This is an optimization exercise on Yosys and OpenROAD, whose aim is small area, a short achievable clock period and few clock cycles, not a production implementation.
Function was checked by simulation only, so behaviour that the tests miss may differ from the original.

$ cat flow/run.sh
#!/bin/bash
# synth_recipe.tcl (not shown) runs the flow's synth.tcl, then flattens the netlist and writes it again
# the make line also repeats each setting of config.mk as NAME=value (left out here)
make -C /OpenROAD-flow-scripts/flow DESIGN_CONFIG=/design/flow/config.mk WORK_HOME=/design/flow/orfs CLKGATE_MAP_FILE= SYNTH_SCRIPT=/design/flow/synth_recipe.tcl finish
$ cat flow/config.mk
export PLATFORM = sky130hd
export DESIGN_NAME = jass_prng
export DESIGN_NICKNAME = jass_prng
export VERILOG_FILES = /design/flow/design.v
export SDC_FILE = /design/flow/constraint.sdc
export NUM_CORES = 4
export LEC_CHECK = 0
export CAP_MARGIN = 30
export CORE_MARGIN = 2
export CORE_UTILIZATION = 30
export SLEW_MARGIN = 40
export SYNTH_MEMORY_MAX_BITS = 16384
$ cat flow/constraint.sdc
create_clock -name core_clock -period 22.0 [get_ports {clk}]
set_input_delay 4.4000 -clock core_clock [delete_from_list [all_inputs] [get_ports {clk}]]
set_output_delay 4.4000 -clock core_clock [all_outputs]
set_load 0.01 [all_outputs]
$ cat flow/design.v
module jass_table (
    input  wire [7:0]  idx,
    output reg  [31:0] word
);
    always @(*) begin
        case (idx)
            8'd0: word = 32'hE124B63A;
            8'd1: word = 32'h8B9A74AB;
            8'd2: word = 32'h64E1B3AC;
            8'd3: word = 32'h00174626;
            8'd4: word = 32'hF2ADBBAF;
            8'd5: word = 32'hFED75123;
            8'd6: word = 32'h8A94501A;
            8'd7: word = 32'h12751A71;
            8'd8: word = 32'h96573F6C;
            8'd9: word = 32'h46EA7191;
            8'd10: word = 32'h13D2EA5D;
            8'd11: word = 32'h9DB4CF31;
            8'd12: word = 32'h8E0F4E18;
            8'd13: word = 32'h9E43C23E;
            8'd14: word = 32'h268A56BC;
            8'd15: word = 32'hE7E1F2D2;
            8'd16: word = 32'hEEC01FEF;
            8'd17: word = 32'h4A8CA751;
            8'd18: word = 32'h12BBE422;
            8'd19: word = 32'hA9CDF49D;
            8'd20: word = 32'hFC95B972;
            8'd21: word = 32'h3CC0494F;
            8'd22: word = 32'h88DFC4DB;
            8'd23: word = 32'h78D703D9;
            8'd24: word = 32'h8D219E6F;
            8'd25: word = 32'h63680239;
            8'd26: word = 32'h06CD666E;
            8'd27: word = 32'hEA1E9EAE;
            8'd28: word = 32'h00A30B2B;
            8'd29: word = 32'h590D22C8;
            8'd30: word = 32'h57DFD022;
            8'd31: word = 32'h16A31F2F;
            8'd32: word = 32'hDD9E740C;
            8'd33: word = 32'h70E04DE3;
            8'd34: word = 32'h52DE38ED;
            8'd35: word = 32'h2DB9938C;
            8'd36: word = 32'hE6CB9168;
            8'd37: word = 32'h083DB87B;
            8'd38: word = 32'h59627BA2;
            8'd39: word = 32'hD4D02589;
            8'd40: word = 32'hDC4CDA99;
            8'd41: word = 32'hA4E4FBD6;
            8'd42: word = 32'h485AE539;
            8'd43: word = 32'h8B4427A7;
            8'd44: word = 32'hF9A8CF9F;
            8'd45: word = 32'hEB30A9F2;
            8'd46: word = 32'h3FDC4855;
            8'd47: word = 32'h6C00D4FE;
            8'd48: word = 32'hA57AD991;
            8'd49: word = 32'h37585015;
            8'd50: word = 32'h960739B8;
            8'd51: word = 32'h57302520;
            8'd52: word = 32'h211591AA;
            8'd53: word = 32'hF7339F7A;
            8'd54: word = 32'h1F4F3F94;
            8'd55: word = 32'hEF05BA8A;
            8'd56: word = 32'h52CE02A0;
            8'd57: word = 32'hC1D3364D;
            8'd58: word = 32'h44427DC0;
            8'd59: word = 32'h74B57F9D;
            8'd60: word = 32'hB390F5FE;
            8'd61: word = 32'h08C30E49;
            8'd62: word = 32'h4849434C;
            8'd63: word = 32'h643E98DC;
            8'd64: word = 32'h538D2A8E;
            8'd65: word = 32'h2D4EADE0;
            8'd66: word = 32'hE6A8E2B9;
            8'd67: word = 32'hA5084706;
            8'd68: word = 32'h10F2EFB2;
            8'd69: word = 32'hED95AF30;
            8'd70: word = 32'h5603E229;
            8'd71: word = 32'h629C364A;
            8'd72: word = 32'h6EF58860;
            8'd73: word = 32'h20C5141C;
            8'd74: word = 32'hCA9C72DF;
            8'd75: word = 32'hDC31A73C;
            8'd76: word = 32'hF21C39B7;
            8'd77: word = 32'hD0768762;
            8'd78: word = 32'h13C222CF;
            8'd79: word = 32'hA4E6C942;
            8'd80: word = 32'hC4184305;
            8'd81: word = 32'h43682219;
            8'd82: word = 32'hA24F100C;
            8'd83: word = 32'h4998B54B;
            8'd84: word = 32'hB90EA0B3;
            8'd85: word = 32'hCE0631DF;
            8'd86: word = 32'h0F876DE1;
            8'd87: word = 32'hA55CA37C;
            8'd88: word = 32'h17544745;
            8'd89: word = 32'h6829BBFB;
            8'd90: word = 32'hB5887E50;
            8'd91: word = 32'hF2064D51;
            8'd92: word = 32'h4E226067;
            8'd93: word = 32'h47FEAF70;
            8'd94: word = 32'hD00C2978;
            8'd95: word = 32'hF1437EC9;
            8'd96: word = 32'h4DD82104;
            8'd97: word = 32'h76E83AF8;
            8'd98: word = 32'h47574643;
            8'd99: word = 32'h5C71400C;
            8'd100: word = 32'hFA6FBCB4;
            8'd101: word = 32'hB2DE7348;
            8'd102: word = 32'hEA5EEF73;
            8'd103: word = 32'hC1A201CB;
            8'd104: word = 32'hB2FF01C6;
            8'd105: word = 32'h0A3AFC05;
            8'd106: word = 32'hE2F4ADD8;
            8'd107: word = 32'h9EBD599F;
            8'd108: word = 32'h845AC858;
            8'd109: word = 32'h776578F0;
            8'd110: word = 32'hD7198D6D;
            8'd111: word = 32'h303F98D7;
            8'd112: word = 32'hA78631E5;
            8'd113: word = 32'h56EE8638;
            8'd114: word = 32'h431160AC;
            8'd115: word = 32'h8F9E32EE;
            8'd116: word = 32'h71B917EF;
            8'd117: word = 32'h3BDF17ED;
            8'd118: word = 32'hFD79B4FC;
            8'd119: word = 32'hB72C70EF;
            8'd120: word = 32'h1F000297;
            8'd121: word = 32'hF50F4AFE;
            8'd122: word = 32'h96401E16;
            8'd123: word = 32'h25D00E37;
            8'd124: word = 32'hA6C97BBC;
            8'd125: word = 32'hBE695303;
            8'd126: word = 32'h152659E7;
            8'd127: word = 32'h1D400BAA;
            8'd128: word = 32'h9A9DF3B0;
            8'd129: word = 32'hB997D965;
            8'd130: word = 32'h15D05F38;
            8'd131: word = 32'hD8DD5443;
            8'd132: word = 32'h38F4A049;
            8'd133: word = 32'h334710D7;
            8'd134: word = 32'hFAEE9759;
            8'd135: word = 32'h28B1C83B;
            8'd136: word = 32'h2762BCE0;
            8'd137: word = 32'h6F2E177F;
            8'd138: word = 32'h15F5927F;
            8'd139: word = 32'h50FE15E2;
            8'd140: word = 32'hDA0184A3;
            8'd141: word = 32'hB827ACC9;
            8'd142: word = 32'hFA6BE8D6;
            8'd143: word = 32'h695C06AE;
            8'd144: word = 32'hD8BFFF2A;
            8'd145: word = 32'hCC0F3C67;
            8'd146: word = 32'h5BFAFD66;
            8'd147: word = 32'h8E91D6ED;
            8'd148: word = 32'h3DC9B5AB;
            8'd149: word = 32'h64E6D2B5;
            8'd150: word = 32'h68B5904D;
            8'd151: word = 32'h8D37FF73;
            8'd152: word = 32'h29ED65FF;
            8'd153: word = 32'h2F0A2D96;
            8'd154: word = 32'h3DA3C18A;
            8'd155: word = 32'hF7C6CB23;
            8'd156: word = 32'hFAF53232;
            8'd157: word = 32'hCAD8D10B;
            8'd158: word = 32'hCFC2F797;
            8'd159: word = 32'hB73BBEEF;
            8'd160: word = 32'hDC21ED1C;
            8'd161: word = 32'hD1C1A67D;
            8'd162: word = 32'h44C0EBBA;
            8'd163: word = 32'h6F476B41;
            8'd164: word = 32'hC7CE4096;
            8'd165: word = 32'hF44C6878;
            8'd166: word = 32'h5129CFF9;
            8'd167: word = 32'h720DA9D2;
            8'd168: word = 32'h21C6C369;
            8'd169: word = 32'hCCD8683C;
            8'd170: word = 32'hFA2E92B3;
            8'd171: word = 32'h2764376F;
            8'd172: word = 32'h90B972CB;
            8'd173: word = 32'h62E9FADB;
            8'd174: word = 32'hEBE43442;
            8'd175: word = 32'hC0E41C74;
            8'd176: word = 32'h2E3D05E1;
            8'd177: word = 32'h5EAD3681;
            8'd178: word = 32'hF7D03D5F;
            8'd179: word = 32'hFF0F0922;
            8'd180: word = 32'hDB4380D7;
            8'd181: word = 32'hC07F9A1B;
            8'd182: word = 32'h54A09325;
            8'd183: word = 32'h9E4618A7;
            8'd184: word = 32'hF70817CE;
            8'd185: word = 32'h4BC40BF6;
            8'd186: word = 32'h9DEF7BCB;
            8'd187: word = 32'h20527280;
            8'd188: word = 32'hAE4AF5A1;
            8'd189: word = 32'hEF2B161E;
            8'd190: word = 32'h30FA8DAA;
            8'd191: word = 32'h48B05CAD;
            8'd192: word = 32'h279E7ADF;
            8'd193: word = 32'hF078391D;
            8'd194: word = 32'h1C27B4B0;
            8'd195: word = 32'hBC89FCE8;
            8'd196: word = 32'hE1831122;
            8'd197: word = 32'hF7450ED1;
            8'd198: word = 32'h857FB65E;
            8'd199: word = 32'h053DBF04;
            8'd200: word = 32'hE971AB2A;
            8'd201: word = 32'h5E842120;
            8'd202: word = 32'h8EA9C270;
            8'd203: word = 32'h6A14B963;
            8'd204: word = 32'h5A2C581F;
            8'd205: word = 32'hF4D5C188;
            8'd206: word = 32'hD07818BA;
            8'd207: word = 32'hBE8910AD;
            8'd208: word = 32'h0F032283;
            8'd209: word = 32'h013D926A;
            8'd210: word = 32'hDD61F192;
            8'd211: word = 32'h892BC75B;
            8'd212: word = 32'hC9DB28DB;
            8'd213: word = 32'h34C3C9DB;
            8'd214: word = 32'hF2E96BC7;
            8'd215: word = 32'h2DAD65EF;
            8'd216: word = 32'hA3086987;
            8'd217: word = 32'h69230DFB;
            8'd218: word = 32'h1B115F15;
            8'd219: word = 32'h2E8F0AEC;
            8'd220: word = 32'h358F4DA5;
            8'd221: word = 32'h5B4BF4B8;
            8'd222: word = 32'h9E402C96;
            8'd223: word = 32'hE1868E9F;
            8'd224: word = 32'h3AFBA015;
            8'd225: word = 32'h91DDCA49;
            8'd226: word = 32'h3A0B3E63;
            8'd227: word = 32'hE5296080;
            8'd228: word = 32'hEE19879C;
            8'd229: word = 32'h03A775C9;
            8'd230: word = 32'h4EDA4B86;
            8'd231: word = 32'hF2FB8233;
            8'd232: word = 32'hD509CECD;
            8'd233: word = 32'h76D30C05;
            8'd234: word = 32'hFD27522C;
            8'd235: word = 32'hFB39EA3D;
            8'd236: word = 32'h09BB0942;
            8'd237: word = 32'h7AFCDC6B;
            8'd238: word = 32'hCF4856B3;
            8'd239: word = 32'h7654DBFC;
            8'd240: word = 32'h484E8049;
            8'd241: word = 32'h90BA612A;
            8'd242: word = 32'h4F76A3C5;
            8'd243: word = 32'hFAC78602;
            8'd244: word = 32'h4AFFA321;
            8'd245: word = 32'h6DE051EC;
            8'd246: word = 32'h9C61A242;
            8'd247: word = 32'hAD1F7C96;
            8'd248: word = 32'h133E27D0;
            8'd249: word = 32'h2F4DCA72;
            8'd250: word = 32'h567BEF13;
            8'd251: word = 32'h58AAC13F;
            8'd252: word = 32'h11290E59;
            8'd253: word = 32'h2CA4F328;
            8'd254: word = 32'hEAF4E348;
            8'd255: word = 32'hA526D8C6;
            default: word = 32'h00000000;
        endcase
    end
endmodule
module jass_fadd (
    input  wire [31:0] a,
    input  wire [31:0] b,
    output reg  [31:0] y
);
    wire [7:0] ea = a[30:23];
    wire [7:0] eb = b[30:23];
    wire       a_big = (a[30:0] >= b[30:0]);
    wire [31:0] x  = a_big ? a : b;
    wire [31:0] w  = a_big ? b : a;
    wire [7:0] ex = x[30:23];
    wire [7:0] d  = a_big ? (ea - eb) : (eb - ea);
    wire [24:0] dx = {1'b1, x[22:0], 1'b0};
    wire [24:0] dw = {1'b1, w[22:0], 1'b0};
    wire [24:0] sh = dw >> d[4:0];
    wire [24:0] lost = dw & ~({25{1'b1}} << d[4:0]);
    wire        st = |lost;
    wire        sub = x[31] ^ w[31];
    wire        c = w[31] & st;
    wire [25:0] mag = {1'b0, dx} + ({1'b0, sh} ^ {26{sub}}) + {25'd0, sub ^ c};
    reg [4:0] p;
    integer i;
    always @(*) begin
        p = 5'd0;
        for (i = 0; i < 26; i = i + 1)
            if (mag[i]) p = i[4:0];
    end
    wire [25:0] mn = mag << (5'd25 - p);
    wire [7:0]  en = ex + {3'b000, p} - 8'd24;
    always @(*) begin
        if (ea == 8'd0)
            y = b;
        else if (eb == 8'd0)
            y = a;
        else if (d >= 8'd23)
            y = x;
        else if (mag == 26'd0)
            y = 32'h00000000;
        else
            y = {x[31], en, mn[24:2]};
    end
endmodule
module jass_fmul_post (
    input  wire [31:0] a,
    input  wire [31:0] b,
    input  wire [47:23] prod,
    output reg  [31:0] y
);
    wire [7:0]  ea = a[30:23];
    wire [7:0]  eb = b[30:23];
    wire        sign = a[31] ^ b[31];
    wire [9:0]  en0 = {2'b00, ea} + {2'b00, eb} - 10'd127;
    wire [9:0]  en1 = {2'b00, ea} + {2'b00, eb} - 10'd126;
    wire        lo0 = en0[9] | (en0 == 10'd0);     
    wire        lo1 = en1[9] | (en1 == 10'd0);
    wire        ez  = (ea == 8'd0) | (eb == 8'd0);
    wire [31:0] y0 = (ez | lo0) ? 32'h00000000 : {sign, en0[7:0], prod[45:23]};
    wire [31:0] y1 = (ez | lo1) ? 32'h00000000 : {sign, en1[7:0], prod[46:24]};
    always @(*) y = prod[47] ? y1 : y0;
endmodule
module jass_i2f (
    input  wire [31:0] n,
    output reg  [31:0] y
);
    wire [31:0] mag = n[31] ? (~n + 32'd1) : n;
    reg [4:0] p;
    integer i;
    always @(*) begin
        p = 5'd0;
        for (i = 0; i < 32; i = i + 1)
            if (mag[i]) p = i[4:0];
    end
    wire [31:0] mn = mag << (5'd31 - p);    
    wire [7:0]  ex = 8'd127 + {3'b000, p};
    always @(*) begin
        if (n == 32'd0)
            y = 32'h00000000;
        else
            y = {n[31], ex, mn[30:8]};
    end
endmodule
module jass_prng (
    input  wire        clk,
    input  wire        rst,
    input  wire        cmd_valid,
    output wire        cmd_ready,
    input  wire [7:0]  cmd_op,
    input  wire [31:0] cmd_a,
    input  wire [31:0] cmd_b,
    output wire        rsp_valid,
    input  wire        rsp_ready,
    output wire [31:0] rsp_data,
    output wire        rsp_err
);
    localparam [7:0] OP_SEED     = 8'h01;
    localparam [7:0] OP_NEXTINT  = 8'h02;
    localparam [7:0] OP_NEXTREAL = 8'h03;
    localparam [7:0] OP_STEP     = 8'h04;
    localparam [7:0] OP_FADD     = 8'h10;
    localparam [7:0] OP_FSUB     = 8'h11;
    localparam [7:0] OP_FMUL     = 8'h12;
    localparam [7:0] OP_I2F      = 8'h13;
    localparam [31:0] SIGN = 32'h80000000;
    localparam [31:0] EPS  = 32'h3456BF95;
    localparam X_IDLE = 0;
    localparam X_RESP = 1;
    localparam X_STEP = 2;
    localparam X_INTW = 3;
    localparam X_INT  = 4;
    localparam X_FADD = 5;
    localparam X_FMUL = 6;
    localparam X_I2F  = 7;
    localparam X_R1   = 8;
    localparam X_R2   = 9;
    localparam X_R3   = 10;
    localparam X_R4   = 11;
    reg [31:0] current;
    reg [31:0] seed_bits;     
    reg        busy;
    reg [31:0] a_l, b_l;
    reg        dneg;          
    reg        err_r;
    reg        rsp_valid_r;
    reg [11:0] state;
    reg        deg_r;         
    reg [31:0] u_r;           
    reg        u_ok;
    reg        a_neg_op;      
    reg [31:0] q0, q1;
    reg        v0, v1;
    reg [1:0]  pf_ph;
    reg [31:0] pf_x;
    reg        sj_act;
    reg [2:0]  sj_cnt;
    reg        sj_step;       
    reg [5:0]  sj_q6;
    assign cmd_ready = ~busy & ~rst;
    assign rsp_valid = rsp_valid_r;
    assign rsp_data  = b_l;
    assign rsp_err   = err_r;
    wire accept = cmd_valid & ~busy;
    wire [7:0] b0 = seed_bits[7:0];
    wire [7:0] b1 = seed_bits[15:8];
    wire [7:0] b2 = seed_bits[23:16];
    wire [7:0] b3 = seed_bits[31:24];
    wire [7:0] i0 = (b3 >= 8'h04) ? (b3 - 8'h04) : (b3 - 8'h04 + 8'hB8);
    wire [7:0] i1 = (b2 >= 8'h0C) ? (b2 - 8'h0C) : (b2 - 8'h0C + 8'hC8);
    wire [7:0] i2 = (b1 >= 8'h18) ? (b1 - 8'h18) : (b1 - 8'h18 + 8'hD4);
    wire [7:0] i3 = (b0 >= 8'h1C) ? (b0 - 8'h1C) : (b0 - 8'h1C + 8'hD8);
    wire [31:0] ta, tb;
    jass_table u_ta (.idx(pf_ph[0] ? i2 : i0), .word(ta));
    jass_table u_tb (.idx(pf_ph[0] ? i3 : i1), .word(tb));
    wire [31:0] mix_acc = pf_ph[0] ? (pf_x ^ {ta[28:0], ta[31:29]} ^ tb)
                                   : ({ta[30:0], ta[31]} ^ {tb[29:0], tb[31:30]});
    wire [31:0] q_base  = v0 ? q0 : current;
    wire [31:0] q_new   = q_base + mix_acc;
    wire        pf_run  = ~sj_act & ~(v0 & v1);
    wire        pf_done = pf_run & pf_ph[0];
    wire step_ok = v0 & ~sj_act & ~sj_step;
    reg  [31:0] mx, my, mz2;
    reg  [32:0] mz1;
    always @(*) begin
        mx  = current;
        mz1 = 33'd0;
        mz2 = 32'd0;
        if (sj_act) begin
            case (sj_cnt[1:0])
                2'd0:    my = 32'h4325C53F;
                2'd1:    my = 32'h22B63CBF;
                2'd2:    my = 32'h3521CFB3;
                default: my = 32'hAE4C415D;
            endcase
            if (sj_cnt[1:0] == 2'd2) mz2 = current;
        end else if (state[X_INT]) begin
            my  = a_l ^ {32{dneg}};
            mz1 = dneg ? {current, 1'b0} : {1'b0, current};
            mz2 = b_l;
        end else if (state[X_R3]) begin
            mx  = {8'd0, 1'b1, b_l[22:0]};
            my  = {8'd0, 1'b1, u_r[22:0]};
        end else begin
            mx  = {8'd0, 1'b1, a_l[22:0]};
            my  = {8'd0, 1'b1, b_l[22:0]};
        end
    end
    wire [63:0] mp = mx * my + {31'd0, mz1} + {mz2, 32'd0};
    reg [5:0] sj_qn;
    always @(*) begin
        case (sj_cnt[1:0])
            2'd0:    sj_qn = mp[41:36];
            2'd1:    sj_qn = mp[40:35];
            2'd2:    sj_qn = mp[43:38];
            default: sj_qn = mp[42:37];
        endcase
    end
    reg [5:0] sj_qd;
    always @(*) begin
        case (sj_cnt[1:0])
            2'd1:    sj_qd = sj_q6 * 6'd61;
            2'd2:    sj_qd = sj_q6 * 6'd59;
            2'd3:    sj_qd = sj_q6 * 6'd53;
            default: sj_qd = sj_q6 * 6'd15;    
        endcase
    end
    wire [5:0] sj_r  = current[5:0] - sj_qd;
    wire [5:0] sj_f3 = sj_q6 * 6'd17 + current[5:0];
    wire [31:0] fm_a = (state[X_R3]) ? b_l : a_l;
    wire [31:0] fm_b = (state[X_R3]) ? u_r : b_l;
    wire [31:0] fm_z;
    jass_fmul_post u_fmul (.a(fm_a), .b(fm_b), .prod(mp[47:23]), .y(fm_z));
    wire        ad_r2  = (state[X_R2]);
    wire        ad_neg = (state[X_R1]) | (state[X_FADD] & a_neg_op);
    wire [31:0] ad_x = ad_r2 ? b_l : a_l;
    wire [31:0] ad_y = ad_r2 ? (a_l ^ SIGN) : (b_l ^ {ad_neg, 31'd0});
    wire [31:0] ad_z;
    jass_fadd u_fadd (.a(ad_x), .b(ad_y), .y(ad_z));
    wire [31:0] i2f_z;
    jass_i2f u_i2f (.n(a_l), .y(i2f_z));
    wire degenerate = ({1'b0, ad_z[30:0]} < EPS);
    reg fle;
    always @(*) begin
        if (a_l[30:0] == 31'd0 && b_l[30:0] == 31'd0)
            fle = 1'b1;
        else if (!a_l[31] && !b_l[31])
            fle = (a_l <= b_l);
        else if (a_l[31] && b_l[31])
            fle = (a_l >= b_l);
        else
            fle = a_l[31];
    end
    reg [4:0] up;
    integer k;
    always @(*) begin
        up = 5'd0;
        for (k = 0; k < 23; k = k + 1)
            if (q0[k]) up = k[4:0];
    end
    wire [22:0] um = q0[22:0] << (5'd22 - up);
    wire [7:0]  ue = 8'd104 + {3'd0, up};
    wire [31:0] u_val = (q0[22:0] == 23'd0) ? 32'd0 : {1'b0, ue, um[21:0], 1'b0};
    wire acc_step = accept & (cmd_op == OP_STEP) & step_ok;
    wire acc_int  = accept & (cmd_op == OP_NEXTINT) & (cmd_a != cmd_b) & step_ok;
    reg consume;
    always @(*) begin
        consume = 1'b0;
        if (state[X_IDLE] && (acc_step || acc_int)) consume = 1'b1;
        if ((state[X_STEP] || state[X_INTW]) && step_ok) consume = 1'b1;
        if (state[X_R3] && !deg_r && step_ok && u_ok) consume = 1'b1;
        if (sj_step && v0 && !sj_act) consume = 1'b1;
    end
    wire [32:0] acc_d  = {cmd_a[31], cmd_a} - {cmd_b[31], cmd_b};
    wire [31:0] acc_lo = acc_d[32] ? cmd_a : cmd_b;
    always @(posedge clk) begin
        u_r <= u_val;
        if (rst) begin
            current     <= 32'd0;
            seed_bits   <= 32'd0;
            busy        <= 1'b0;
            rsp_valid_r <= 1'b0;
            err_r       <= 1'b0;
            state       <= 12'd1 << X_IDLE;
            v0          <= 1'b0;
            v1          <= 1'b0;
            pf_ph       <= 2'd0;
            sj_act      <= 1'b0;
            sj_cnt      <= 3'd0;
            sj_step     <= 1'b0;
            u_ok        <= 1'b0;
        end else begin
            u_ok <= v0 & ~consume;
            if (pf_run) begin
                pf_ph <= {1'b0, ~pf_ph[0]};
                pf_x  <= mix_acc;
                if (pf_done)
                    seed_bits <= {i0, i1, i2, i3};
            end
            if (consume) begin
                current <= q0;
                sj_step <= 1'b0;
                if (pf_done) begin
                    q0 <= q_new;
                end else begin
                    q0 <= q1;
                    v0 <= v1;
                end
                v1 <= 1'b0;
            end else if (pf_done) begin
                if (v0) begin
                    q1 <= q_new;
                    v1 <= 1'b1;
                end else begin
                    q0 <= q_new;
                    v0 <= 1'b1;
                end
            end
            if (sj_act) begin
                sj_cnt <= sj_cnt + 3'd1;
                sj_q6  <= sj_qn;
                case (sj_cnt)
                    3'd1: seed_bits[7:2]   <= sj_r;
                    3'd2: seed_bits[15:10] <= sj_r;
                    3'd3: seed_bits[23:18] <= sj_r;
                    3'd4: begin
                        seed_bits[31:26] <= sj_f3;
                        sj_act <= 1'b0;
                    end
                    default: ;
                endcase
            end
            case (1'b1)  
                state[X_IDLE]: begin
                    if (accept) begin
                        busy     <= 1'b1;
                        a_l      <= cmd_a;
                        b_l      <= cmd_b;
                        err_r    <= 1'b0;
                        a_neg_op <= cmd_op[0];
                        state    <= 12'd1 << X_RESP;
                        case (cmd_op)
                            OP_SEED: begin
                                rsp_valid_r <= 1'b1;
                                b_l         <= 32'd0;
                                current     <= cmd_a;
                                seed_bits   <= 32'd0;
                                v0          <= 1'b0;
                                v1          <= 1'b0;
                                pf_ph       <= 2'd0;
                                sj_act      <= 1'b1;
                                sj_cnt      <= 3'd0;
                                sj_step     <= 1'b1;
                            end
                            OP_STEP: begin
                                if (step_ok) begin
                                    rsp_valid_r <= 1'b1;
                                    b_l         <= q0;
                                end else
                                    state <= 12'd1 << X_STEP;
                            end
                            OP_NEXTINT: begin
                                a_l  <= acc_d[31:0];
                                b_l  <= acc_lo;
                                dneg <= acc_d[32];
                                if (cmd_a == cmd_b) begin
                                    rsp_valid_r <= 1'b1;
                                    b_l         <= cmd_a;
                                end else if (step_ok)
                                    state <= 12'd1 << X_INT;
                                else
                                    state <= 12'd1 << X_INTW;
                            end
                            OP_NEXTREAL: state <= 12'd1 << X_R1;
                            OP_FADD, OP_FSUB: state <= 12'd1 << X_FADD;
                            OP_FMUL: state <= 12'd1 << X_FMUL;
                            OP_I2F:  state <= 12'd1 << X_I2F;
                            default: begin
                                rsp_valid_r <= 1'b1;
                                b_l         <= 32'd1;
                                err_r       <= 1'b1;
                            end
                        endcase
                    end
                end
                state[X_STEP]: begin
                    if (step_ok) begin
                        rsp_valid_r <= 1'b1;
                        b_l         <= q0;
                        state       <= 12'd1 << X_RESP;
                    end
                end
                state[X_INTW]: begin
                    if (step_ok) state <= 12'd1 << X_INT;
                end
                state[X_INT]: begin
                    rsp_valid_r <= 1'b1;
                    b_l         <= mp[63:32];
                    state       <= 12'd1 << X_RESP;
                end
                state[X_FADD]: begin
                    rsp_valid_r <= 1'b1;
                    b_l         <= ad_z;
                    state       <= 12'd1 << X_RESP;
                end
                state[X_FMUL]: begin
                    if (!sj_act) begin
                        rsp_valid_r <= 1'b1;
                        b_l         <= fm_z;
                        state       <= 12'd1 << X_RESP;
                    end
                end
                state[X_I2F]: begin
                    rsp_valid_r <= 1'b1;
                    b_l         <= i2f_z;
                    state       <= 12'd1 << X_RESP;
                end
                state[X_R1]: begin
                    deg_r <= degenerate;
                    if (!fle) b_l <= ad_z;
                    state <= fle ? (12'd1 << X_R2) : (12'd1 << X_R3);
                end
                state[X_R2]: begin
                    if (deg_r) begin
                        rsp_valid_r <= 1'b1;
                        b_l         <= a_l;
                        state       <= 12'd1 << X_RESP;
                    end else begin
                        b_l   <= ad_z;
                        state <= 12'd1 << X_R3;
                    end
                end
                state[X_R3]: begin
                    if (deg_r) begin
                        rsp_valid_r <= 1'b1;
                        b_l         <= a_l;
                        state       <= 12'd1 << X_RESP;
                    end else if (step_ok && u_ok) begin
                        b_l   <= fm_z;
                        state <= 12'd1 << X_R4;
                    end
                end
                state[X_R4]: begin
                    rsp_valid_r <= 1'b1;
                    b_l         <= ad_z;
                    state       <= 12'd1 << X_RESP;
                end
                state[X_RESP]: begin
                    if (rsp_ready) begin
                        rsp_valid_r <= 1'b0;
                        busy        <= 1'b0;
                        state       <= 12'd1 << X_IDLE;
                    end
                end
                default: state <= 12'd1 << X_IDLE;
            endcase
        end
    end
endmodule
==> run summary, run 1 <==
Synthesis:
- The number of synthesized flops with an enable pin is 169.
- The count of yosys warnings during synthesis is 5.
- After synthesis the cells add up to 73800 µm².
- The number of nets handed over by synthesis was 10.9k.
- Counting flops and latches in the post-synthesis netlist gives 278.
- The most frequently used flop master after synthesis is sky130_fd_sc_hd__edfxtp_1.
- The average cell area after synthesis is 7.93 µm².
- The gate count after technology mapping is 9309.
- The biggest area contributor in the post-synthesis netlist is sky130_fd_sc_hd__fa_1.
- Yosys attributes the largest share of cell area to sky130_fd_sc_hd__fa_1 26%, sky130_fd_sc_hd__ha_1 8.8%, sky130_fd_sc_hd__nand2_1 6.9%.
- The count of different cell masters after synthesis is 107.
- The share of synthesized flip-flops with an asynchronous set or reset is 0%.
- Sequential elements use 9.83% of the synthesized area.
- The synthesized design devotes to its leading area cell type 26.5% of total area.

STA:
- The post-route clock period utilization is 63.4%.
- Setup violations remaining at the end of the flow were counted as 0.
- For the pin with the worst max-slew slack, the measured transition is 1040 ps.
- The max-slew violation total from the final report was 0.
- The worst slew margin relative to its limit is 30.0%.
- Setup repair after global routing left no endpoint under its margin.
- The worst hold slack is 490 ps.
- The worst setup margin is 8050 ps.
- For the final routed database, the setup TNS stands at 0 ps.
- The final count of hold timing violations came to 0.
- The worst setup skew after layout is 34.3 ps.
- Derived from the worst setup path, the maximum achievable clock frequency is 71.7 MHz.
- For the finished layout, the period the worst path requires is 13950 ps.

GRT:
- Entering global routing, the biggest net connects 90 pins.
- The first-pass GRT wire length is 477000 µm.
- The initial antenna violation count is 12.
- The leftover overflow at the end of global routing is 0.
- The total track usage is 25.6%.
- The number of global-route vias before repair came to 68.8k.

Route:
- The number of design-rule violations left by the first detailed-router iteration is 9478.
- The number of vias per cell is 5.77.
- The count of nets left with antenna violations once routing finished came out at 0.
- The routed layout has 71.3k vias.
- After detailed routing, the average wire length per cell comes to 26.6 µm.
- The first-pass iteration count of the detailed router is 9.
- For this block, the routed nets add up to 329000 µm of wire.
- The number of remaining DRC errors is 0.

Clocking:
- Once the clock tree was built, the setup fixing pass inserted 0 buffers.
- The clock drives 278 sinks.
- Clock-pin slew was measured on the worst setup and hold paths at 70 ps.
- TritonCTS built the clock tree.
- The count of instances resized after the clock tree is built is 0.
- The H-tree was split into 2 levels.
- The total of hold buffers inserted after clock tree synthesis is 0.
- In this run the clock root is driven by a sky130_fd_sc_hd__clkbuf_16.
- No sink is reached through more buffers than the 3 on the longest clock path.
- The TritonCTS buffer count is 35.
- The clock latency of the later-clocked register in the worst-skew pair is 570 ps.

Worst setup path:
- The data required time of the critical path is 22320 ps.
- Data arrives at the worst endpoint at 14260 ps.
- STA classifies the critical path startpoint as a flip-flop.
- In this design, the stage delay of the slowest critical-path cell is 710 ps.
- The start point of the critical path is b_l[23].
- The worst setup path is captured at a flip-flop.
- The capture point of the worst reg-to-reg path is deg_r.
- The most prevalent standard cell on the critical path is sky130_fd_sc_hd__a21oi_1.
- The startpoint identified for the worst register-to-register timing path is b_l[23].
- On the critical path, the stage with the largest delay is an instance of sky130_fd_sc_hd__a311oi_1.
- The register-to-register setup slack is 8050 ps.
- The critical path class is flip-flop to flip-flop.
- Measured in cells, the most critical reg-to-reg path has a length of 48.
- Along the worst path, the maximum fanout reaches 61.

Floorplan:
- The initial utilization of the core area, before any placement, comes to 30.1%.
- The number of placed I/O pins is 111.
- The x dimension of the die is 500 µm.
- The count of standard-cell rows is 182.
- In this run the vertical extent of the chip is 500 µm.
- The die covers 250000 µm².
- The core region is 245000 µm².

Layout:
- The most frequent standard cell in the layout excluding fill and tap cells is sky130_fd_sc_hd__nand2_1.
- The cell area after layout is 80400 µm².
- The post-layout net count is 10.7k.
- From synthesis to final layout, the design area changed by 8.99%.
- The library cells used most frequently in the layout, excluding fill and tap cells, are 1348 x sky130_fd_sc_hd__nand2_1, 1147 x sky130_fd_sc_hd__inv_1, 976 x sky130_fd_sc_hd__fa_1, 840 x sky130_fd_sc_hd__nor2_1, 565 x sky130_fd_sc_hd__a21oi_1.
- The layout has 25.9k filler cells.
- The area taken by multi-input logic gates is 60600 µm².
- The fraction of final layout cells with drive strength greater than 1 is 6.89%.
- Summing all flip-flop and latch instances after layout gives 7270 µm².

Hold path:
- The worst hold path begins at state[4].
- The type of the worst min-delay path is flip-flop to flip-flop.
- The terminating pin of the worst hold path is state[4].
- The worst hold path passes through 2 cells.

Placed design:
- Timing analysis after detailed placement gives a worst setup slack of 8420 ps.
- The instance area after placement is 79000 µm².
- Port buffering added 110 buffers.
- Detailed placement finished with a half-perimeter wire length of 257000 µm.
- The congestion estimate from routability-driven global placement came to 1.08.

Run status:
- The run finished with no timing, DRC or antenna violations.

Run:
- The number of maximum-capacitance constraint violations is 0.
-- layer usage --
layer  track usage, %  vias up  share of wire (%)
li1                 -    30900                  -
met1             33.5    34900                 39
met2             37.1     4478                 41
met3             7.53      981                 12
met4             14.9        8                7.3
met5                0        -              0.019
-- per-stage QoR --
step                cells  util (%)
finish              12400      32.8
global route        12400      32.8
CTS                 12400      32.7
detailed placement  12300      32.2
global placement    12300      32.2
floorplan            9309         -
-- cells in the mapped netlist (all sizes together) (29+ instances only) --
master / instances
nand2: 1356
inv: 1151
fa: 976
nor2: 856
a21oi: 598
ha: 521
clkbuf: 486
o21ai: 486
mux2i: 310
xnor2: 257
edfxtp: 169
nor3: 150
xor2: 128
a211oi: 112
dfxtp: 109
mux2: 109
a21o: 107
buf: 105
nand3: 94
and2: 83
o211ai: 81
a31oi: 76
o22ai: 64
nand2b: 61
nor2b: 55
a22oi: 52
a221oi: 45
nor4: 44
o31ai: 44
or3: 40
o221ai: 39
a222oi: 37
o21a: 37
o21bai: 34
nand4: 30
or2: 30
a21boi: 29
-- cell type report --
class | count | area share, %
Clock buffer | 51 | 1.33
Tap cell | 3220 | 5.01
Clock inverter | 12 | 0.103
Sequential cell | 278 | 9.04
Multi-Input combinational cell | 7283 | 75.3
Inverter | 1157 | 5.42
Timing Repair Buffer | 359 | 3.78
Antenna cell | 9 | 0.0280
-- cells by family (layout without fill, tap and decap cells) --
group	Yosys count	in the layout	share of synthesized area, %
compound gates	2080	2080	18.2
xor+xnor	386	386	4.60
fa+ha+maj	1498	1498	35.3
buf+inv	1748	1579	9.05
flops	278	278	9.83
mux	432	432	6.29
other cells	0	9	0
simple gates	2887	2887	16.8
-- worst max-delay path: cells and delay by family (launching register included) --
kind	cells	cell delay, ps
simple gates	13	3190
flops	1	540
mux	1	530
buf+inv	5	1600
compound gates	21	5300
fa+ha+maj	6	2060
xor+xnor	2	400
-- worst max-delay path by stage --
| stage | end | cells past startpoint |
|---|---|---|
| after floorplan | deg_r | 49 |
| after global placement | deg_r | 46 |
| after detailed placement | deg_r | 47 |
| after CTS | deg_r | 47 |
| after global routing | deg_r | 48 |
| final | deg_r | 48 |
-- sequential cells by signal (all words and copies together), names as in the netlist, 3 cells and up --
register / cells
current: 32
sj_cnt: 3
u_r: 29
seed_bits: 24
sj_q6: 6
b_l: 32
pf_x: 32
q0: 32
q1: 32
state: 12
a_l: 32
Testbench counts, summed over its fixed seeds: cycles 18,264.
==> run 2: changes to the inputs <==
--- a/flow/design.v
+++ b/flow/design.v
@@ -372,5 +372,4 @@
     localparam X_RESP = 1;
     localparam X_STEP = 2;
-    localparam X_INTW = 3;
     localparam X_INT  = 4;
     localparam X_FADD = 5;
@@ -421,5 +420,5 @@
     wire [31:0] q_base  = v0 ? q0 : current;
     wire [31:0] q_new   = q_base + mix_acc;
-    wire        pf_run  = ~sj_act & ~(v0 & v1);
+    wire        pf_run  = (~sj_act | (sj_cnt == 3'd3 & ~pf_ph[0])) & ~(v0 & v1);
     wire        pf_done = pf_run & pf_ph[0];
     wire step_ok = v0 & ~sj_act & ~sj_step;
@@ -432,13 +431,14 @@
         if (sj_act) begin
             case (sj_cnt[1:0])
-                2'd0:    my = 32'h4325C53F;
-                2'd1:    my = 32'h22B63CBF;
-                2'd2:    my = 32'h3521CFB3;
-                default: my = 32'hAE4C415D;
+                2'd0:    my = 32'hAE4C415D;    
+                2'd1:    my = 32'h3521CFB3;    
+                2'd2:    my = 32'h22B63CBF;    
+                default: my = 32'h4325C53F;    
             endcase
-            if (sj_cnt[1:0] == 2'd2) mz2 = current;
+            if (sj_cnt[1:0] == 2'd1) mz2 = current;
         end else if (state[X_INT]) begin
+            mx  = q0;
             my  = a_l ^ {32{dneg}};
-            mz1 = dneg ? {current, 1'b0} : {1'b0, current};
+            mz1 = dneg ? {q0, 1'b0} : {1'b0, q0};
             mz2 = b_l;
         end else if (state[X_R3]) begin
@@ -454,8 +454,8 @@
     always @(*) begin
         case (sj_cnt[1:0])
-            2'd0:    sj_qn = mp[41:36];
-            2'd1:    sj_qn = mp[40:35];
-            2'd2:    sj_qn = mp[43:38];
-            default: sj_qn = mp[42:37];
+            2'd0:    sj_qn = mp[42:37];
+            2'd1:    sj_qn = mp[43:38];
+            2'd2:    sj_qn = mp[40:35];
+            default: sj_qn = mp[41:36];
         endcase
     end
@@ -463,8 +463,7 @@
     always @(*) begin
         case (sj_cnt[1:0])
-            2'd1:    sj_qd = sj_q6 * 6'd61;
-            2'd2:    sj_qd = sj_q6 * 6'd59;
-            2'd3:    sj_qd = sj_q6 * 6'd53;
-            default: sj_qd = sj_q6 * 6'd15;    
+            2'd2:    sj_qd = sj_q6 * 6'd53;
+            2'd3:    sj_qd = sj_q6 * 6'd59;
+            default: sj_qd = sj_q6 * 6'd61;
         endcase
     end
@@ -506,10 +505,9 @@
     wire [31:0] u_val = (q0[22:0] == 23'd0) ? 32'd0 : {1'b0, ue, um[21:0], 1'b0};
     wire acc_step = accept & (cmd_op == OP_STEP) & step_ok;
-    wire acc_int  = accept & (cmd_op == OP_NEXTINT) & (cmd_a != cmd_b) & step_ok;
     reg consume;
     always @(*) begin
         consume = 1'b0;
-        if (state[X_IDLE] && (acc_step || acc_int)) consume = 1'b1;
-        if ((state[X_STEP] || state[X_INTW]) && step_ok) consume = 1'b1;
+        if (state[X_IDLE] && acc_step) consume = 1'b1;
+        if ((state[X_STEP] || state[X_INT]) && step_ok) consume = 1'b1;
         if (state[X_R3] && !deg_r && step_ok && u_ok) consume = 1'b1;
         if (sj_step && v0 && !sj_act) consume = 1'b1;
@@ -564,9 +562,9 @@
                 sj_q6  <= sj_qn;
                 case (sj_cnt)
-                    3'd1: seed_bits[7:2]   <= sj_r;
-                    3'd2: seed_bits[15:10] <= sj_r;
-                    3'd3: seed_bits[23:18] <= sj_r;
+                    3'd1: seed_bits[31:26] <= sj_f3;
+                    3'd2: seed_bits[23:18] <= sj_r;
+                    3'd3: seed_bits[15:10] <= sj_r;
                     3'd4: begin
-                        seed_bits[31:26] <= sj_f3;
+                        seed_bits[7:2] <= sj_r;
                         sj_act <= 1'b0;
                     end
@@ -610,8 +608,6 @@
                                     rsp_valid_r <= 1'b1;
                                     b_l         <= cmd_a;
-                                end else if (step_ok)
+                                end else
                                     state <= 12'd1 << X_INT;
-                                else
-                                    state <= 12'd1 << X_INTW;
                             end
                             OP_NEXTREAL: state <= 12'd1 << X_R1;
@@ -634,11 +630,10 @@
                     end
                 end
-                state[X_INTW]: begin
-                    if (step_ok) state <= 12'd1 << X_INT;
-                end
                 state[X_INT]: begin
-                    rsp_valid_r <= 1'b1;
-                    b_l         <= mp[63:32];
-                    state       <= 12'd1 << X_RESP;
+                    if (step_ok) begin
+                        rsp_valid_r <= 1'b1;
+                        b_l         <= mp[63:32];
+                        state       <= 12'd1 << X_RESP;
+                    end
                 end
                 state[X_FADD]: begin
==> flow/flow/run.sh (new file) <==
#!/bin/bash
# The standard layout, with the timing repair steps asked for more setup
# slack than the clock needs, so that they size the logic for a shorter period.
# The clock period and the constraints are the design's; only the repair
# target changes. make's output goes to standard.log; ORFS keeps each step's
# own log under orfs/logs.
set -euo pipefail
export SETUP_SLACK_MARGIN=11
bash standard.sh > standard.log 2>&1
==> flow/standard.sh (new file) <==
#!/bin/bash
# synth_recipe.tcl (not shown) runs the flow's synth.tcl, then flattens the netlist and writes it again
# the make line also repeats each setting of config.mk as NAME=value (left out here)
make -C /OpenROAD-flow-scripts/flow DESIGN_CONFIG=/design/flow/config.mk WORK_HOME=/design/flow/orfs CLKGATE_MAP_FILE= SYNTH_SCRIPT=/design/flow/synth_recipe.tcl "${@:-finish}"
--- a/flow/config.mk
+++ b/flow/config.mk
@@ -9,4 +9,5 @@
 export CORE_MARGIN = 2
 export CORE_UTILIZATION = 30
+export PLACE_DENSITY = 0.45
 export SLEW_MARGIN = 40
 export SYNTH_MEMORY_MAX_BITS = 16384
removed: flow/run.sh
==> run 2 against run 1 <==
  * Sequential share of layout area shrank 0.56 points
  * Register-to-register slack better by 3200 ps
  * Die area increased by 0.75%
  * Global-route usage increased by 5.1 points
  * Wire length increased by 21%
  * Clock skew grew 17 ps
  * Still clean on timing, DRC and antenna
  * Highest routed layer unchanged
==> run summary, run 2 <==
Run status:
- Outcome: timing/DRC/antenna clean (unchanged).

Synthesis:
- The part of the Yosys area used for sequential elements is 9.73% (was 9.83%).
- The average cell area after synthesis is 7.87 µm² (was 7.93 µm²).
- The count of state elements after synthesis is 277 (was 278).
- The number of synthesized flops with an enable pin is 169 (unchanged).
- The post-synth design cell area is 74400 µm² (was 73800 µm²).
- The count of yosys warnings during synthesis is 5 (unchanged).
- Top cells by count, synth: 1386 x sky130_fd_sc_hd__nand2_1, 1168 x sky130_fd_sc_hd__inv_1, 971 x sky130_fd_sc_hd__fa_1, 824 x sky130_fd_sc_hd__nor2_1, 552 x sky130_fd_sc_hd__clkbuf_1 (was 1354 x sky130_fd_sc_hd__nand2_1, 1147 x sky130_fd_sc_hd__inv_1, 976 x sky130_fd_sc_hd__fa_1, 855 x sky130_fd_sc_hd__nor2_1, 598 x sky130_fd_sc_hd__a21oi_1).
- The gate count after technology mapping is 9451 (was 9309).
- The most frequently used flop master after synthesis is sky130_fd_sc_hd__edfxtp_1 (unchanged).
- The fraction of post-synthesis cell area in the top cell type by area is 26.1% (was 26.5%).
- The synthesized net count is 11.0k (was 10.9k).
- The count of different cell masters after synthesis was 102 (was 107).
- Cell types occupying the most area after synthesis: sky130_fd_sc_hd__fa_1 26%, sky130_fd_sc_hd__ha_1 8.7%, sky130_fd_sc_hd__nand2_1 7.0% (was sky130_fd_sc_hd__fa_1 26%, sky130_fd_sc_hd__ha_1 8.8%, sky130_fd_sc_hd__nand2_1 6.9%).
- The most common cell in the synthesized netlist is sky130_fd_sc_hd__nand2_1 (unchanged).
- The share of synthesized flip-flops with an asynchronous set or reset came to 0% (unchanged).
- The top cell type by total area after synthesis is sky130_fd_sc_hd__fa_1 (unchanged).

GRT:
- The number of global-route vias before repair is 73.3k (was 68.8k).
- The leftover overflow at the end of global routing is 0 (unchanged).
- The total track usage is 30.7% (was 25.6%).
- The initial antenna violation count came to 34 (was 12).
- The pin count of the biggest net entering global routing is 91 (was 90).
- The first-pass GRT wire length is 557000 µm (was 477000 µm).

Layout:
- Most frequent cells in the layout: 1374 x sky130_fd_sc_hd__nand2_1, 1152 x sky130_fd_sc_hd__inv_1, 969 x sky130_fd_sc_hd__fa_1, 799 x sky130_fd_sc_hd__nor2_1 (was 1348 x sky130_fd_sc_hd__nand2_1, 1147 x sky130_fd_sc_hd__inv_1, 976 x sky130_fd_sc_hd__fa_1, 840 x sky130_fd_sc_hd__nor2_1, 565 x sky130_fd_sc_hd__a21oi_1).
- The post-layout net count came to 11.0k (was 10.7k).
- The area growth from synthesis to layout is 15.0% (was 8.99%).
- The final standard cell utilization of the core is 34.8% (was 32.8%).
- The most frequent standard cell in the layout excluding fill and tap cells is sky130_fd_sc_hd__nand2_1 (unchanged).
- The total of fill cells in the finished design is 26.0k (was 25.9k).
- The fraction of final layout cells with drive strength greater than 1 is 11.4% (was 6.89%).

STA:
- The worst setup skew after layout was 51.8 ps (was 34.3 ps).
- The worst slew margin relative to its limit was 28.4% (was 30.0%).
- The worst hold slack came to 490 ps (about the same).
- The final number of setup-violating endpoints is 0 (unchanged).
- The maximum clock rate is 92.8 MHz (was 71.7 MHz).
- The post-route clock period utilization is 49.0% (was 63.4%).
- The max-slew violation total from the final report is 0 (unchanged).
- Unrepaired setup endpoints after global routing: yes (was no).
- The transition time of the tightest slew-check pin was 1070 ps (was 1040 ps).
- The final sum of negative setup slack is 0 ps (unchanged).
- The final critical-path required period is 10780 ps (was 13950 ps).
- The final count of hold timing violations is 0 (unchanged).

Floorplan:
- The number of placed I/O pins is 111 (unchanged).
- The count of standard-cell rows is 182 (unchanged).
- The floorplan die area was 252000 µm² (was 250000 µm²).
- The effective utilization at floorplan is 30.2% (was 30.1%).
- The x dimension of the die was 502 µm (was 500 µm).
- The die height came to 502 µm (was 500 µm).
- The placeable core area came to 246000 µm² (was 245000 µm²).

Worst setup path:
- The number of cells on the worst reg-to-reg path is 42 (was 48).
- The data required time of the critical path came to 22290 ps (was 22320 ps).
- The most prevalent standard cell on the critical path is sky130_fd_sc_hd__buf_4 (was sky130_fd_sc_hd__a21oi_1).
- The family with the most delay on the worst path is compound AO/OA/AOI/OAI gates (unchanged).
- The path length in cells of the critical path is 42 (was 48).
- The critical path startpoint category is a flip-flop (unchanged).
- The maximum fanout along the worst path is 39 (was 61).
- The delay contributed by the slowest stage of the critical path was 690 ps (was 710 ps).
- The arrival time at the worst endpoint is 11070 ps (was 14260 ps).
- The master of the slowest instance on the critical path was sky130_fd_sc_hd__edfxtp_1 (was sky130_fd_sc_hd__a311oi_1).
- The kind of capture point of the worst setup path is a flip-flop (unchanged).
- The sum of buffers and inverters on the critical path is 8 (was 5).
- The critical path class is flip-flop to flip-flop (unchanged).

Route:
- The number of design-rule violations left by the first detailed-router iteration is 8504 (was 9478).
- The number of vias per cell came to 5.80 (was 5.77).
- The final routed wirelength across all metal layers is 397000 µm (was 329000 µm).
- The first-pass iteration count of the detailed router was 11 (was 9).
- The routed wire length per instance is 31.0 µm (was 26.6 µm).
- The count of nets left with antenna violations after detail routing is 0 (unchanged).
- The count of vias placed by the detailed router is 74.1k (was 71.3k).
- The number of remaining DRC errors came to 0 (unchanged).

Hold path:
- The type of the worst min-delay path is flip-flop to flip-flop (unchanged).
- The cell depth of the worst min-delay path is 2 (unchanged).

Clocking:
- The TritonCTS buffer count is 36 (was 35).
- The clock input transition at the sequential cells of the worst setup and hold paths is 70 ps (about the same).
- The clock latency of the later-clocked register in the worst-skew pair came to 610 ps (was 570 ps).
- The cell at the root of the clock tree is sky130_fd_sc_hd__clkbuf_16 (unchanged).
- The total number of clock tree sinks is 277 (was 278).
- The TritonCTS clock tree was done (unchanged).
- The largest buffer count on any clock path is 3 (unchanged).
- The CTS H-tree depth was 2 (unchanged).

Placed design:
- The number of I/O port buffers came to 110 (unchanged).
- The HPWL after detailed placement is 301000 µm (was 257000 µm).
- The weighted congestion at the end of routability-driven global placement came to 1.02 (was 1.08).

Run:
- The number of maximum-capacitance constraint violations came to 0 (unchanged).
==> run 2: cell types whose count changed in the layout (fill, tap and decap cells not counted), moves of 32 or more <==
cell                      delta
sky130_fd_sc_hd__and2_1     +54
sky130_fd_sc_hd__xnor2_1    -34
sky130_fd_sc_hd__nor2_1     -41
sky130_fd_sc_hd__a21o_1     -40
sky130_fd_sc_hd__mux2i_1    -46
sky130_fd_sc_hd__buf_6      +37
sky130_fd_sc_hd__buf_4     +123
sky130_fd_sc_hd__o21ai_0    -45
sky130_fd_sc_hd__nor2b_1    +32
sky130_fd_sc_hd__nand3_1    +36
sky130_fd_sc_hd__a21oi_1    -69
==> run 2: metal layers <==
layer  GRT usage [%]  wire length, µm  vias to the layer above
met3            6.41            34800                      790
met4            13.0            20000                       18
met2            46.6           171000                     3691
met1            42.0           171000                    37800
met5               0              134                        -
li1                -                -                    31800
==> run 2: what timing repair did <==
item / CTS / global route
gates cloned: 6 / 13
hold endpoints to repair: 0 / 0
pin swaps: 28 / 75
hold buffers: 0 / 0
setup endpoints to repair: 39 / 33
gates resized for setup: 235 / 264
setup buffers: 86 / 67
==> run 2: tightest hold or removal path, stage by stage, from the launching register on <==
cell	delay, ps
sky130_fd_sc_hd__dfxtp_1	330
sky130_fd_sc_hd__nand2_1	60
sky130_fd_sc_hd__a21oi_1	50
==> run 2: path summary, 6_finish.rpt <==
| check | startpoint | end | slack [ps] |
|---|---|---|---|
| worst max-delay path | b_l[1] | b_l[13] | 11220 |
| worst max register to register | b_l[1] | b_l[13] | 11220 |
| worst min register to register | sj_step | sj_step | 490 |
| worst min-delay path | sj_step | sj_step | 490 |
==> run 2: stage by stage <==
step	std cells	worst slack, ps	cell area [µm²]
after floorplan	9451	11010	74400
after global placement	12500	7820	80000
after detailed placement	12500	8260	80300
after CTS	12700	11000	83400
after global routing	12800	10910	85500
final	12800	11220	85500
==> run 2: final cells by class <==
type / count / area, µm² / area share (%)
Clock inverter: 16 / 213 / 0.249
Antenna cell: 15 / 37.5 / 0.0439
Multi-Input combinational cell: 7350 / 62700 / 73.3
Inverter: 1182 / 4490 / 5.25
Clock buffer: 50 / 995 / 1.16
Timing Repair Buffer: 584 / 5690 / 6.65
Sequential cell: 277 / 7250 / 8.48
Tap cell: 3312 / 4140 / 4.84
==> run 2: kinds of logic after synthesis <==
group           Yosys count  synth area share (%)
mux                     391                  5.69
fa+ha+maj              1492                  34.9
flops                   277                  9.73
buf+inv                1826                  9.30
xor+xnor                380                  4.48
simple gates           3024                  17.7
compound gates         2061                  18.2
Testbench counts of run 2, summed over its fixed seeds: cycles 17,906.
==> run 3: changes to the inputs <==
--- a/flow/design.v
+++ b/flow/design.v
@@ -325,25 +325,4 @@
     always @(*) y = prod[47] ? y1 : y0;
 endmodule
-module jass_i2f (
-    input  wire [31:0] n,
-    output reg  [31:0] y
-);
-    wire [31:0] mag = n[31] ? (~n + 32'd1) : n;
-    reg [4:0] p;
-    integer i;
-    always @(*) begin
-        p = 5'd0;
-        for (i = 0; i < 32; i = i + 1)
-            if (mag[i]) p = i[4:0];
-    end
-    wire [31:0] mn = mag << (5'd31 - p);    
-    wire [7:0]  ex = 8'd127 + {3'b000, p};
-    always @(*) begin
-        if (n == 32'd0)
-            y = 32'h00000000;
-        else
-            y = {n[31], ex, mn[30:8]};
-    end
-endmodule
 module jass_prng (
     input  wire        clk,
@@ -372,4 +351,5 @@
     localparam X_RESP = 1;
     localparam X_STEP = 2;
+    localparam X_R1B  = 3;     
     localparam X_INT  = 4;
     localparam X_FADD = 5;
@@ -389,4 +369,6 @@
     reg [11:0] state;
     reg        deg_r;         
+    reg        fle_r;         
+    reg [4:0]  ip_r;          
     reg [31:0] u_r;           
     reg        u_ok;
@@ -423,4 +405,13 @@
     wire        pf_done = pf_run & pf_ph[0];
     wire step_ok = v0 & ~sj_act & ~sj_step;
+    wire [31:0] i2f_t = cmd_a ^ {32{cmd_a[31]}};
+    reg  [4:0]  i2f_p;
+    integer n;
+    always @(*) begin
+        i2f_p = 5'd0;
+        for (n = 0; n < 32; n = n + 1)
+            if (i2f_t[n]) i2f_p = n[4:0];
+    end
+    wire [31:0] i2f_y = 32'h80000000 >> i2f_p;
     reg  [31:0] mx, my, mz2;
     reg  [32:0] mz1;
@@ -445,4 +436,8 @@
             mx  = {8'd0, 1'b1, b_l[22:0]};
             my  = {8'd0, 1'b1, u_r[22:0]};
+        end else if (state[X_I2F]) begin
+            mx  = a_l ^ {32{a_l[31]}};
+            my  = b_l;
+            mz1 = a_l[31] ? {1'b0, b_l} : 33'd0;
         end else begin
             mx  = {8'd0, 1'b1, a_l[22:0]};
@@ -474,24 +469,28 @@
     wire [31:0] fm_z;
     jass_fmul_post u_fmul (.a(fm_a), .b(fm_b), .prod(mp[47:23]), .y(fm_z));
-    wire        ad_r2  = (state[X_R2]);
-    wire        ad_neg = (state[X_R1]) | (state[X_FADD] & a_neg_op);
-    wire [31:0] ad_x = ad_r2 ? b_l : a_l;
-    wire [31:0] ad_y = ad_r2 ? (a_l ^ SIGN) : (b_l ^ {ad_neg, 31'd0});
+    wire        ad_swap = state[X_R2] | (state[X_R1] & fle_r);
+    wire        ad_neg  = state[X_R1] | state[X_R1B] | (state[X_FADD] & a_neg_op);
+    wire [31:0] ad_x = ad_swap ? b_l : a_l;
+    wire [31:0] ad_y = ad_swap ? (a_l ^ SIGN) : (b_l ^ {ad_neg, 31'd0});
     wire [31:0] ad_z;
     jass_fadd u_fadd (.a(ad_x), .b(ad_y), .y(ad_z));
-    wire [31:0] i2f_z;
-    jass_i2f u_i2f (.n(a_l), .y(i2f_z));
+    wire [7:0]  i2f_e = 8'd127 + {3'd0, ip_r} + {7'd0, mp[32]};
+    wire [31:0] i2f_z = (a_l == 32'd0) ? 32'd0
+                      : {a_l[31], i2f_e, mp[32] ? 23'd0 : mp[30:8]};
     wire degenerate = ({1'b0, ad_z[30:0]} < EPS);
     reg fle;
     always @(*) begin
-        if (a_l[30:0] == 31'd0 && b_l[30:0] == 31'd0)
+        if (cmd_a[30:0] == 31'd0 && cmd_b[30:0] == 31'd0)
             fle = 1'b1;
-        else if (!a_l[31] && !b_l[31])
-            fle = (a_l <= b_l);
-        else if (a_l[31] && b_l[31])
-            fle = (a_l >= b_l);
+        else if (!cmd_a[31] && !cmd_b[31])
+            fle = (cmd_a <= cmd_b);
+        else if (cmd_a[31] && cmd_b[31])
+            fle = (cmd_a >= cmd_b);
         else
-            fle = a_l[31];
+            fle = cmd_a[31];
     end
+    wire ea_big = (a_l[30:23] >= 8'd24) | (b_l[30:23] >= 8'd24);
+    wire fast_ok = (a_l[30:23] != 8'd0) & (b_l[30:23] != 8'd0) & ea_big
+                 & (ad_z[30:23] >= 8'd106) & (ad_z[30:23] != 8'd255);
     reg [4:0] up;
     integer k;
@@ -580,4 +579,5 @@
                         err_r    <= 1'b0;
                         a_neg_op <= cmd_op[0];
+                        fle_r    <= fle;
                         state    <= 12'd1 << X_RESP;
                         case (cmd_op)
@@ -614,5 +614,9 @@
                             OP_FADD, OP_FSUB: state <= 12'd1 << X_FADD;
                             OP_FMUL: state <= 12'd1 << X_FMUL;
-                            OP_I2F:  state <= 12'd1 << X_I2F;
+                            OP_I2F: begin
+                                b_l   <= i2f_y;
+                                ip_r  <= i2f_p;
+                                state <= 12'd1 << X_I2F;
+                            end
                             default: begin
                                 rsp_valid_r <= 1'b1;
@@ -650,12 +654,25 @@
                 end
                 state[X_I2F]: begin
-                    rsp_valid_r <= 1'b1;
-                    b_l         <= i2f_z;
-                    state       <= 12'd1 << X_RESP;
+                    if (!sj_act) begin
+                        rsp_valid_r <= 1'b1;
+                        b_l         <= i2f_z;
+                        state       <= 12'd1 << X_RESP;
+                    end
                 end
                 state[X_R1]: begin
+                    if (!fle_r) begin
+                        deg_r <= degenerate;
+                        b_l   <= ad_z;
+                        state <= 12'd1 << X_R3;
+                    end else if (fast_ok) begin
+                        deg_r <= 1'b0;
+                        b_l   <= ad_z;
+                        state <= 12'd1 << X_R3;
+                    end else
+                        state <= 12'd1 << X_R1B;
+                end
+                state[X_R1B]: begin
                     deg_r <= degenerate;
-                    if (!fle) b_l <= ad_z;
-                    state <= fle ? (12'd1 << X_R2) : (12'd1 << X_R3);
+                    state <= 12'd1 << X_R2;
                 end
                 state[X_R2]: begin
==> run 3 against run 2 <==
  * Critical path type unchanged
  * Clock-buffer cell count fell by 5
  * Global-route usage decreased by 1.1 points
  * Cell count is 0.99% lower
  * Synthesized cell count is essentially flat
==> run summary, run 3 <==
Run status:
- Outcome: timing/DRC/antenna clean (unchanged).

Clocking:
- The total of hold buffers inserted after clock tree synthesis is 0 (unchanged).
- The largest buffer count on any clock path is 3 (unchanged).
- The CTS H-tree depth is 2 (unchanged).
- The clock input transition at the sequential cells of the worst setup and hold paths is 70 ps (about the same).
- The cell at the root of the clock tree is sky130_fd_sc_hd__clkbuf_16 (unchanged).
- The TritonCTS buffer count was 37 (was 36).
- The TritonCTS clock tree is done (unchanged).
- The clock latency of the later-clocked register in the worst-skew pair is 600 ps (was 610 ps).
- The total number of clock tree sinks is 284 (was 277).

Route:
- The number of vias per cell is 5.79 (was 5.80).
- The number of design-rule violations left by the first detailed-router iteration was 7841 (was 8504).
- The first-pass iteration count of the detailed router is 9 (was 11).
- The routed wire length per instance is 30.4 µm (was 31.0 µm).
- The count of nets left with antenna violations after detail routing came to 0 (unchanged).
- The number of remaining DRC errors is 0 (unchanged).
- The final routed wirelength across all metal layers is 384000 µm (was 397000 µm).
- The count of vias placed by the detailed router is 73.3k (was 74.1k).

Floorplan:
- The number of placed I/O pins is 111 (unchanged).
- The count of standard-cell rows came to 182 (unchanged).
- The placeable core area is 246000 µm² (about the same).
- The x dimension of the die is 501 µm (was 502 µm).
- The die height is 501 µm (was 502 µm).
- The floorplan die area is 251000 µm² (was 252000 µm²).
- The effective utilization at floorplan came to 30.2% (about the same).

Worst setup path:
- The delay contributed by the slowest stage of the critical path is 580 ps (was 690 ps).
- The critical path startpoint category is a flip-flop (unchanged).
- The endpoint of the most critical setup path is b_l[2] (was b_l[13]).
- The capture point of the worst reg-to-reg path is b_l[2] (was b_l[13]).
- The register-to-register setup slack is 11080 ps (was 11220 ps).
- The master of the slowest instance on the critical path was sky130_fd_sc_hd__or4_4 (was sky130_fd_sc_hd__edfxtp_1).
- The maximum fanout along the worst path was 30 (was 39).
- The most prevalent standard cell on the critical path is sky130_fd_sc_hd__a21o_1 (was sky130_fd_sc_hd__buf_4).
- The critical path class is flip-flop to flip-flop (unchanged).
- The number of cells on the worst reg-to-reg path was 49 (was 42).
- The start point of the critical path is b_l[26] (was b_l[1]).
- The data required time of the critical path is 22350 ps (was 22290 ps).
- The start of the worst register-to-register path is b_l[26] (was b_l[1]).
- The arrival time at the worst endpoint is 11270 ps (was 11070 ps).
- The kind of capture point of the worst setup path is a flip-flop (unchanged).

STA:
- The worst slew margin relative to its limit came to 27.1% (was 28.4%).
- The worst setup skew after layout is 25.3 ps (was 51.8 ps).
- The final critical-path required period is 10920 ps (was 10780 ps).
- The final count of hold timing violations is 0 (unchanged).
- Unrepaired setup endpoints after global routing: yes (unchanged).
- The post-route clock period utilization is 49.6% (was 49.0%).
- The maximum clock rate is 91.6 MHz (was 92.8 MHz).
- The final sum of negative setup slack is 0 ps (unchanged).
- The max-slew violation total from the final report is 0 (unchanged).
- The transition time of the tightest slew-check pin was 1080 ps (was 1070 ps).
- The final number of setup-violating endpoints is 0 (unchanged).

Synthesis:
- The fraction of post-synthesis cell area in the top cell type by area is 26.2% (was 26.1%).
- The gate count after technology mapping is 9448 (was 9451).
- The share of synthesized flip-flops with an asynchronous set or reset was 0% (unchanged).
- The part of the Yosys area used for sequential elements is 10.0% (was 9.73%).
- The top cell type by total area after synthesis is sky130_fd_sc_hd__fa_1 (unchanged).
- The count of different cell masters after synthesis is 110 (was 102).
- The count of yosys warnings during synthesis is 4 (was 5).
- The synthesized net count is 11.0k (about the same).
- Top cells by count, synth: 1421 x sky130_fd_sc_hd__nand2_1, 1182 x sky130_fd_sc_hd__inv_1, 971 x sky130_fd_sc_hd__fa_1, 584 x sky130_fd_sc_hd__clkbuf_1, 582 x sky130_fd_sc_hd__a21oi_1 (was 1386 x sky130_fd_sc_hd__nand2_1, 1168 x sky130_fd_sc_hd__inv_1, 971 x sky130_fd_sc_hd__fa_1, 824 x sky130_fd_sc_hd__nor2_1, 552 x sky130_fd_sc_hd__clkbuf_1).
- The most common cell in the synthesized netlist is sky130_fd_sc_hd__nand2_1 (unchanged).
- The count of state elements after synthesis came to 284 (was 277).
- Cell types occupying the most area after synthesis: sky130_fd_sc_hd__fa_1 26%, sky130_fd_sc_hd__ha_1 8.3%, sky130_fd_sc_hd__nand2_1 7.2% (was sky130_fd_sc_hd__fa_1 26%, sky130_fd_sc_hd__ha_1 8.7%, sky130_fd_sc_hd__nand2_1 7.0%).
- The number of synthesized flops with an enable pin is 175 (was 169).
- The average cell area after synthesis came to 7.85 µm² (was 7.87 µm²).
- The most frequently used flop master after synthesis is sky130_fd_sc_hd__edfxtp_1 (unchanged).
- The post-synth design cell area was 74200 µm² (was 74400 µm²).

Layout:
- The post-layout net count is 10.9k (was 11.0k).
- The fraction of final layout cells with drive strength greater than 1 came to 11.8% (was 11.4%).
- The cell area after layout was 85900 µm² (was 85500 µm²).
- The area growth from synthesis to layout is 15.8% (was 15.0%).
- The number of standard cells in the final layout excluding fillers is 12.7k (was 12.8k).
- Most frequent cells in the layout: 1413 x sky130_fd_sc_hd__nand2_1, 1175 x sky130_fd_sc_hd__inv_1, 968 x sky130_fd_sc_hd__fa_1, 539 x sky130_fd_sc_hd__nor2_1, 506 x sky130_fd_sc_hd__a21oi_1 (was 1374 x sky130_fd_sc_hd__nand2_1, 1152 x sky130_fd_sc_hd__inv_1, 969 x sky130_fd_sc_hd__fa_1, 799 x sky130_fd_sc_hd__nor2_1).
- The most frequent standard cell in the layout excluding fill and tap cells is sky130_fd_sc_hd__nand2_1 (unchanged).
- The total of fill cells in the finished design is 26.0k (about the same).

Placed design:
- The HPWL after detailed placement is 290000 µm (was 301000 µm).
- The instance area after placement is 79600 µm² (was 80300 µm²).
- The number of I/O port buffers is 110 (unchanged).
- The number of placed cells counting well taps is 12.4k (was 12.5k).
- The weighted congestion at the end of routability-driven global placement is 1.04 (was 1.02).

Hold path:
- The type of the worst min-delay path is flip-flop to flip-flop (unchanged).
- The hold path startpoint is err_r (was sj_step).

GRT:
- The first-pass GRT wire length came to 541000 µm (was 557000 µm).
- The leftover overflow at the end of global routing came to 0 (unchanged).
- The pin count of the biggest net entering global routing was 75 (was 91).
- The number of global-route vias before repair was 71.7k (was 73.3k).
- The initial antenna violation count is 20 (was 34).
- The total track usage is 29.5% (was 30.7%).

Run:
- The number of maximum-capacitance constraint violations is 0 (unchanged).
## run 3: cell type report
class                           count  area [µm²]  area share [%]
Timing Repair Buffer              598        6100            7.10
Clock inverter                     23         195           0.227
Clock buffer                       45         966            1.12
Sequential cell                   284        7460            8.69
Tap cell                         3220        4030            4.69
Inverter                         1189        4480            5.22
Timing Repair inverter              1        5.00         0.00583
Antenna cell                       12        30.0          0.0350
Multi-Input combinational cell   7288       62600            72.9
## run 3: how the worst min path moves through the flow
stage	cells past startpoint	to	slack, ps
after floorplan	2	busy	470
after global placement	2	err_r	450
after detailed placement	2	err_r	450
after CTS	2	err_r	450
after global routing	2	err_r	490
final	2	err_r	450
## run 3: per-layer routing
metal / GRT usage, % / share of wire [%] / up-vias
li1: - / - / 31600
met1: 41.2 / 43 / 37300
met2: 43.9 / 42 / 3653
met3: 5.84 / 9.0 / 693
met4: 13.3 / 5.6 / 6
met5: 0 / 0.0088 / -
## run 3: logic make-up (layout without fill, tap and decap cells)
kind of cell             Yosys count  count (layout)  share of synthesized area, %
AO/OA/AOI/OAI                   2168            2168                          19.0
XOR/XNOR                         421             421                          5.02
adder cells (fa/ha/maj)         1475            1475                          34.7
buffers and inverters           1876            1856                          9.60
flip-flops                       284             284                          10.0
multiplexers                     271             271                          3.84
other                              0              12                             0
AND/OR/NAND/NOR                 2953            2953                          17.9
## run 3: timing repair
item / 4_1_cts / 5_1_grt
resized for setup: 318 / 229
gates cloned: 14 / 14
setup buffers: 138 / 59
endpoints found under the hold margin: 0 / 0
pin swaps: 52 / 89
setup endpoints to repair: 74 / 68
## run 3: through the flow
stage,utilization (%),setup slack [ps],hold WS (ps)
after floorplan,-,11010,470
after global placement,32.2,6790,447
after detailed placement,32.4,7240,446
after CTS,34.1,10960,454
after global routing,34.9,10730,487
final,34.9,11080,452
## run 3: critical path: cells and delay by family, from the launching register on
kind,cells,cell delay [ps]
AO/OA/AOI/OAI,23,3730
XOR/XNOR,2,330
adder cells (fa/ha/maj),5,1600
buffers and inverters,5,950
flip-flops,1,480
multiplexers,2,590
AND/OR/NAND/NOR,12,2940
Testbench counts of run 3, summed over its fixed seeds: cycles 17,472.

[port drivers added, routing unchanged]
The flow's constraints put no driver on any port. The routed layouts listed below were extracted and timed again, unchanged, in two steps. Step 1 sets driving cells, clkbuf_16 on the clock port and buf_2 on the other inputs (assumed; they add their load-dependent delay and slew). Step 2 moves the port delays by t, midway between the first and last clock arrival at a register: inputs arrive t later, outputs are due t later. That takes back most of the time a late clock gives input paths. Three values: ideal ports, drivers, drivers and shift; two values: the first two.
run	t (ns)	setup WS [ns]	hold WS [ns]
run 1	0.620	8.054 / 8.054 / 8.054	0.490 / 0.490 / 0.490
run 2	0.651	11.221 / 11.221 / 10.939	0.490 / 0.490 / 0.490
run 3	0.653	11.079 / 11.079 / 10.759	0.452 / 0.452 / 0.452
After both steps every run listed still meets setup and hold. The setup slack of run 3, which loses most, moves by 0.000 ns with the drivers and by -0.320 ns with both steps.
